Context: an optimization exercise on an open-source flow, tuned for small area, a short achievable clock period and few clock cycles per item. The choices shown serve that exercise and are no tape-out recipe.
The RTL was checked by simulation tests, not by an equivalence proof against the original design.
Power and IR drop assume default switching activity.

Setup of run B:
## ws_frame_rx
module ws_frame_rx (
  input  wire        clk,
  input  wire        rst,
  input  wire        in_valid,
  input  wire [7:0]  in_data,
  output wire        in_ready,
  output wire        ev_valid,
  input  wire        ev_ready,
  output wire        ev_crc_err,
  output wire [1:0]  ev_tag,
  output wire [7:0]  ev_command,
  output wire [7:0]  ev_status,
  output wire [7:0]  ev_length,
  output wire [63:0] ev_raw,
  output wire [63:0] ev_value1,
  output wire [63:0] ev_value2,
  output wire [15:0] ev_stored,
  output wire [15:0] ev_computed
);
Size in the first run: ~1600 cells after synthesis, roughly 290 flip-flops, about 270 I/O pins, roughly 15000 um^2 of cells after synthesis.
Settings: LEC_CHECK=0, ABC_AREA=1, CAP_MARGIN=20, CORE_MARGIN=2, CORE_UTILIZATION=50, CTS_BUF_LIST=sky130_fd_sc_hd__clkbuf_8, CTS_CLUSTER_DIAMETER=50, CTS_CLUSTER_SIZE=20, PLACE_DENSITY=0.6, SETUP_SLACK_MARGIN=5, SLEW_MARGIN=20, TNS_END_PERCENT=0; clock period 9.0 ns.
standard.sh (not shown) runs the stock make flow with config.mk's settings and CLKGATE_MAP_FILE= SYNTH_SCRIPT=/design/flow/synth_recipe.tcl, a recipe that flattens the netlist after the stock synthesis.
==> flow/flow/run.sh <==
#!/bin/bash
# Own flow: the standard layout (standard.sh, unchanged synthesis) with
# a tighter setup target for repair_timing, the smallest buffer on the
# ports and clock tree synthesis without dummy loads. All tool output goes
# to logs in this folder (standard_own.log, and ORFS's logs under orfs/).
set -euo pipefail
MARGIN=${MARGIN:-5.8}
CTS="-sink_clustering_enable -repair_clock_nets -buf_list sky130_fd_sc_hd__clkbuf_8 -sink_clustering_size 20 -sink_clustering_max_diameter 50 -dont_use_dummy_load"
sed -e "s/SETUP_SLACK_MARGIN=[0-9.]*/SETUP_SLACK_MARGIN=$MARGIN/" \
    -e "s|\"\${@:-finish}\"|BUFFER_PORTS_ARGS='-buffer_cell sky130_fd_sc_hd__buf_1' CTS_ARGS='$CTS' \"\${@:-finish}\"|" \
    standard.sh > standard_own.sh
bash standard_own.sh > standard_own.log 2>&1
Run B went all the way through the flow, and no timing, DRC or antenna check failed.
Testbench counts of run B, summed over its fixed seeds: cycles 24,942, bytes 24,934.
diff inputs: run B => run Y
Settings: a deleted TNS_END_PERCENT that had been 0; a change of CORE_UTILIZATION from 50 to 60; a change of PLACE_DENSITY from 0.6 to 0.7.
### Flow results
Re wire length: run B and run Y aren't equal, and the lower value belongs to run Y. Of run B and run Y, the lower count of clock-buffer cells in the layout belongs to run Y. When run Y is set beside run B, its die outline area turns out to be about 16% smaller.

========
Starting RTL as in the previous note.
Settings: LEC_CHECK=0, ABC_AREA=1, CAP_MARGIN=20, CORE_MARGIN=2, CORE_UTILIZATION=50, CTS_BUF_LIST=sky130_fd_sc_hd__clkbuf_8, CTS_CLUSTER_DIAMETER=50, CTS_CLUSTER_SIZE=20, PLACE_DENSITY=0.6, SETUP_SLACK_MARGIN=5, SLEW_MARGIN=20; clock period 9.0 ns.
==> flow/flow/run.sh <==
#!/bin/bash
# Own flow: the standard layout (standard.sh, unchanged synthesis) with
# a tighter setup target for repair_timing, the smallest buffer on the
# ports and clock tree synthesis without dummy loads. All tool output goes
# to logs in this folder (standard_own.log, and ORFS's logs under orfs/).
set -euo pipefail
MARGIN=${MARGIN:-5.9}
CTS="-sink_clustering_enable -repair_clock_nets -buf_list sky130_fd_sc_hd__clkbuf_8 -sink_clustering_size 20 -sink_clustering_max_diameter 50 -dont_use_dummy_load"
sed -e "s/SETUP_SLACK_MARGIN=[0-9.]*/SETUP_SLACK_MARGIN=$MARGIN/" \
    -e "s|\"\${@:-finish}\"|BUFFER_PORTS_ARGS='-buffer_cell sky130_fd_sc_hd__buf_1' CTS_ARGS='$CTS' \"\${@:-finish}\"|" \
    standard.sh > standard_own.sh
bash standard_own.sh > standard_own.log 2>&1
Testbench counts at the start, summed over its fixed seeds: cycles 24,942, bytes 24,934.
Change:
--- a/flow/flow/run.sh
+++ b/flow/flow/run.sh
@@ -7 +7 @@
-MARGIN=${MARGIN:-5.9}
+MARGIN=${MARGIN:-5.7}
After rerunning:
- die area stays the same
- routed wire length falls by 3.2%
- via count decreases by 2.0%
- utilization went down by 1.6 points
- global-route usage goes down by 0.68 points
- setup slack got worse by 100 ps
- non-clock buffer count went down by 42
- first-iteration DRC count came out lower by 11%
Change:
--- a/flow/flow/run.sh
+++ b/flow/flow/run.sh
@@ -7,2 +7,2 @@
-MARGIN=${MARGIN:-5.7}
-CTS="-sink_clustering_enable -repair_clock_nets -buf_list sky130_fd_sc_hd__clkbuf_8 -sink_clustering_size 20 -sink_clustering_max_diameter 50 -dont_use_dummy_load"
+MARGIN=${MARGIN:-5.95}
+CTS="-sink_clustering_enable -repair_clock_nets -buf_list sky130_fd_sc_hd__clkbuf_8 -sink_clustering_size 30 -sink_clustering_max_diameter 40 -dont_use_dummy_load"
After rerunning: Hold slack improves by 9.8 ps; clock skew decreases by 44 ps; wire length increases by 2.6%; register-to-register slack is better by 140 ps; fmax came out higher by 5.9%.
Change:
--- a/flow/flow/run.sh
+++ b/flow/flow/run.sh
@@ -7,2 +7,2 @@
-MARGIN=${MARGIN:-5.95}
-CTS="-sink_clustering_enable -repair_clock_nets -buf_list sky130_fd_sc_hd__clkbuf_8 -sink_clustering_size 30 -sink_clustering_max_diameter 40 -dont_use_dummy_load"
+MARGIN=${MARGIN:-5.8}
+CTS="-sink_clustering_enable -repair_clock_nets -buf_list sky130_fd_sc_hd__clkbuf_16 -sink_clustering_size 30 -sink_clustering_max_diameter 60 -dont_use_dummy_load"
The new run produced a clean layout.
Combinational power is about the same.
Non-clock buffer count falls by 31.
Power rises by a few percent.
Global-route usage falls by 0.41 points.
Routed wire length falls slightly.
Synthesized cell count does not change.
Synthesized area does not change.
Hold slack loses 6.8 ps.
Via count falls slightly.

========
Setup of run 1:
Another version of the RTL of ws_frame_rx (not shown whole).
Size: roughly 1,500 cells after synthesis, roughly 270 I/O pins.
==> flow/config.mk <==
export PLATFORM = sky130hd
export DESIGN_NAME = ws_frame_rx
export DESIGN_NICKNAME = ws_frame_rx
export VERILOG_FILES = /design/flow/design.v
export SDC_FILE = /design/flow/constraint.sdc
export NUM_CORES = 4
export LEC_CHECK = 0
export ABC_AREA = 0
export CAP_MARGIN = 20
export CORE_MARGIN = 2
export CORE_UTILIZATION = 50
export CTS_BUF_LIST = sky130_fd_sc_hd__clkbuf_8
export CTS_CLUSTER_DIAMETER = 50
export CTS_CLUSTER_SIZE = 20
export PLACE_DENSITY = 0.6
export SETUP_SLACK_MARGIN = 5
export SLEW_MARGIN = 20
==> flow/constraint.sdc <==
create_clock -name core_clock -period 9.0 [get_ports {clk}]
set_input_delay 1.8000 -clock core_clock [delete_from_list [all_inputs] [get_ports {clk}]]
set_output_delay 1.8000 -clock core_clock [all_outputs]
set_load 0.01 [all_outputs]
==> flow/flow/run.sh <==
#!/bin/bash
# Own flow: the standard layout (standard.sh, unchanged synthesis) with
# a tighter setup target for repair_timing, the smallest buffer on the
# ports and clock tree synthesis without dummy loads. All tool output goes
# to logs in this folder (standard_own.log, and ORFS's logs under orfs/).
set -euo pipefail
MARGIN=${MARGIN:-5.85}
CTS="-sink_clustering_enable -repair_clock_nets -buf_list sky130_fd_sc_hd__clkbuf_8 -sink_clustering_size 30 -sink_clustering_max_diameter 40 -dont_use_dummy_load"
sed -e "s/SETUP_SLACK_MARGIN=[0-9.]*/SETUP_SLACK_MARGIN=$MARGIN/" \
    -e "s|\"\${@:-finish}\"|BUFFER_PORTS_ARGS='-buffer_cell sky130_fd_sc_hd__buf_1' CTS_ARGS='$CTS' \"\${@:-finish}\"|" \
    standard.sh > standard_own.sh
bash standard_own.sh > standard_own.log 2>&1
Run 1 | status: complete | timing, DRC, antenna: pass
Testbench counts of run 1, summed over its fixed seeds: cycles 24,942, bytes 24,934.
## Diff of input files: run 2 against run 1
# run 1
export LEC_CHECK = 0
export ABC_AREA = 0
export CAP_MARGIN = 20
export CORE_MARGIN = 2
export CORE_UTILIZATION = 50
export CTS_BUF_LIST = sky130_fd_sc_hd__clkbuf_8
export CTS_CLUSTER_DIAMETER = 50
export CTS_CLUSTER_SIZE = 20
export PLACE_DENSITY = 0.6
export SETUP_SLACK_MARGIN = 5
export SLEW_MARGIN = 20
create_clock -name core_clock -period 9.0 [get_ports {clk}]
# run 2
export LEC_CHECK = 0
export ABC_AREA = 1
export CAP_MARGIN = 20
export CORE_MARGIN = 2
export CORE_UTILIZATION = 50
export CTS_BUF_LIST = sky130_fd_sc_hd__clkbuf_8
export CTS_CLUSTER_DIAMETER = 50
export CTS_CLUSTER_SIZE = 20
export PLACE_DENSITY = 0.6
export SETUP_SLACK_MARGIN = 5
export SLEW_MARGIN = 20
create_clock -name core_clock -period 9.0 [get_ports {clk}]
-- flow/flow/run.sh --
<<< run 1, line 6
set -euo pipefail
MARGIN=${MARGIN:-5.85}
CTS="-sink_clustering_enable -repair_clock_nets -buf_list sky130_fd_sc_hd__clkbuf_8 -sink_clustering_size 30 -sink_clustering_max_diameter 40 -dont_use_dummy_load"
>>> run 2, line 6
set -euo pipefail
MARGIN=${MARGIN:-5.95}
CTS="-sink_clustering_enable -repair_clock_nets -buf_list sky130_fd_sc_hd__clkbuf_8 -sink_clustering_size 30 -sink_clustering_max_diameter 40 -dont_use_dummy_load"
## What came out
Going from run 1 to run 2, the design area was found to have gone down by 990 µm². Re overall die area: run 2 and run 1 aren't equal, and the higher value belongs to run 1. Sort run 2 and run 1 by number of vias after detailed routing desc -> top: run 1. In run 2 relative to run 1, area after synthesis had gone down slightly. Number of placed cells counting well taps sits higher in run 2 than in run 1. Run 2 vs run 1 — post-CTS setup repair buffer count dropped 25. Compared to run 1, run 2 has power per standard cell area 11 mW/mm² higher. Having completed the whole flow, run 2 delivered a layout that passed the timing, design-rule and antenna checks.
Edits applied to the flow inputs when going from run 2 to run 3:
==> flow/run.sh (new file) <==
#!/bin/bash
# synth_recipe.tcl (not shown) runs the flow's synth.tcl, then flattens the netlist and writes it again
# the make line also repeats each setting of config.mk as NAME=value (left out here)
make -C /OpenROAD-flow-scripts/flow DESIGN_CONFIG=/design/flow/config.mk WORK_HOME=/design/flow/orfs CLKGATE_MAP_FILE= SYNTH_SCRIPT=/design/flow/synth_recipe.tcl finish
removed: flow/flow/run.sh
removed: flow/standard.sh
Findings:
- The total overflow reported by the global router was comparable across run 3 and run 2.
- Taking run 3 as 1.0, run 2 lands at 1.3 on TritonCTS buffer count.
- Note that the count of filler cells inserted in the layout recorded for run 3 amounts to 0.922 times the value seen in run 2.
- Looking at share of cells above drive strength 1, run 3 sits 1.8 points below run 2.
diff inputs: run 3 => run 4
# run 3
export LEC_CHECK = 0
export ABC_AREA = 1
export CAP_MARGIN = 20
export CORE_MARGIN = 2
export CORE_UTILIZATION = 50
export CTS_BUF_LIST = sky130_fd_sc_hd__clkbuf_8
export CTS_CLUSTER_DIAMETER = 50
export CTS_CLUSTER_SIZE = 20
export PLACE_DENSITY = 0.6
export SETUP_SLACK_MARGIN = 5
export SLEW_MARGIN = 20
create_clock -name core_clock -period 9.0 [get_ports {clk}]
# run 4
export LEC_CHECK = 0
export ABC_AREA = 1
export CAP_MARGIN = 20
export CORE_MARGIN = 2
export CORE_UTILIZATION = 40
export CTS_BUF_LIST = sky130_fd_sc_hd__clkbuf_8
export CTS_CLUSTER_DIAMETER = 50
export CTS_CLUSTER_SIZE = 20
export PLACE_DENSITY = 0.55
export SETUP_SLACK_MARGIN = 5
export SLEW_MARGIN = 20
create_clock -name core_clock -period 9.0 [get_ports {clk}]
==> flow/flow/run.sh (new file) <==
#!/bin/bash
# Own flow: the standard layout (standard.sh, unchanged synthesis) with
# a tighter setup target for repair_timing, the smallest buffer on the
# ports and clock tree synthesis without dummy loads. All tool output goes
# to logs in this folder (standard_own.log, and ORFS's logs under orfs/).
set -euo pipefail
MARGIN=${MARGIN:-5.85}
CTS="-sink_clustering_enable -repair_clock_nets -buf_list sky130_fd_sc_hd__clkbuf_8 -sink_clustering_size 30 -sink_clustering_max_diameter 40 -dont_use_dummy_load"
sed -e "s/SETUP_SLACK_MARGIN=[0-9.]*/SETUP_SLACK_MARGIN=$MARGIN/" \
    -e "s|\"\${@:-finish}\"|BUFFER_PORTS_ARGS='-buffer_cell sky130_fd_sc_hd__buf_1' CTS_ARGS='$CTS' \"\${@:-finish}\"|" \
    standard.sh > standard_own.sh
bash standard_own.sh > standard_own.log 2>&1
==> flow/standard.sh (new file) <==
#!/bin/bash
# synth_recipe.tcl (not shown) runs the flow's synth.tcl, then flattens the netlist and writes it again
# the make line also repeats each setting of config.mk as NAME=value (left out here)
make -C /OpenROAD-flow-scripts/flow DESIGN_CONFIG=/design/flow/config.mk WORK_HOME=/design/flow/orfs CLKGATE_MAP_FILE= SYNTH_SCRIPT=/design/flow/synth_recipe.tcl "${@:-finish}"
removed: flow/run.sh
Findings:
Compared with run 3, the router placed more vias in run 4. Relative to run 3, the routability-driven placement congestion ratio measured on run 4 has decreased by a few percent. Between run 3 and run 4, the part of the power in registers is higher for run 4. Against run 3, area of the core in run 4 came out worse. [compare] base=run 3 new=run 4: number of signal-net buffers in the layout up 18; routed wire length up about 5.4%; total number of cells along the worst setup path down 1; cell area down 7.8%. Against run 3, run 4 reports a later-pin clock latency in the skew report that is lower.

static timing again, ports no longer ideal:
In the flow no input, the clock included, has a driving cell. The finished layouts below were timed again as built, in two steps.
Step 1 assumes that a clkbuf_16 drives the clock port and a buf_2 every other input.
Step 2 times the ports against the registers' clock, not the clock port: input delays grow and output delays shrink by t, the midpoint of the rising clock arrivals with the driver on.
Slacks: ideal / step 1 / step 2; pairs: ideal / step 1.
run	shift t [ns]	setup WS [ns]	worst setup path after step 2	pins driven straight from the clock port
run B	0.561	5.661 / 5.614 / 5.138	input to register	1
run Y	0.615	5.850 / 5.800 / 5.294	input to register	1
the first run of note 2	0.627	5.849 / 5.803 / 5.438	input to register	1
the second run of note 2	0.634	5.744 / 5.695 / 5.388	input to register	1
the third run of note 2	0.585	5.924 / 5.875 / 5.396	input to register	1
the fourth run of note 2	0.588	5.839 / 5.792 / 5.379	input to register	1
run 1	0.582	5.819 / 5.770 / 5.396	input to register	1
run 2	0.580	5.928 / 5.879 / 5.546	input to register	1
run 3	0.669	5.183 / 5.135 / 4.872	input to register	1
run 4	0.595	5.882 / 5.834 / 5.366	input to register	1
After both steps setup and hold are still met in every run listed. For run Y, which loses most, drivers alone change the setup slack by -0.050 ns; drivers and shift together by -0.556 ns.
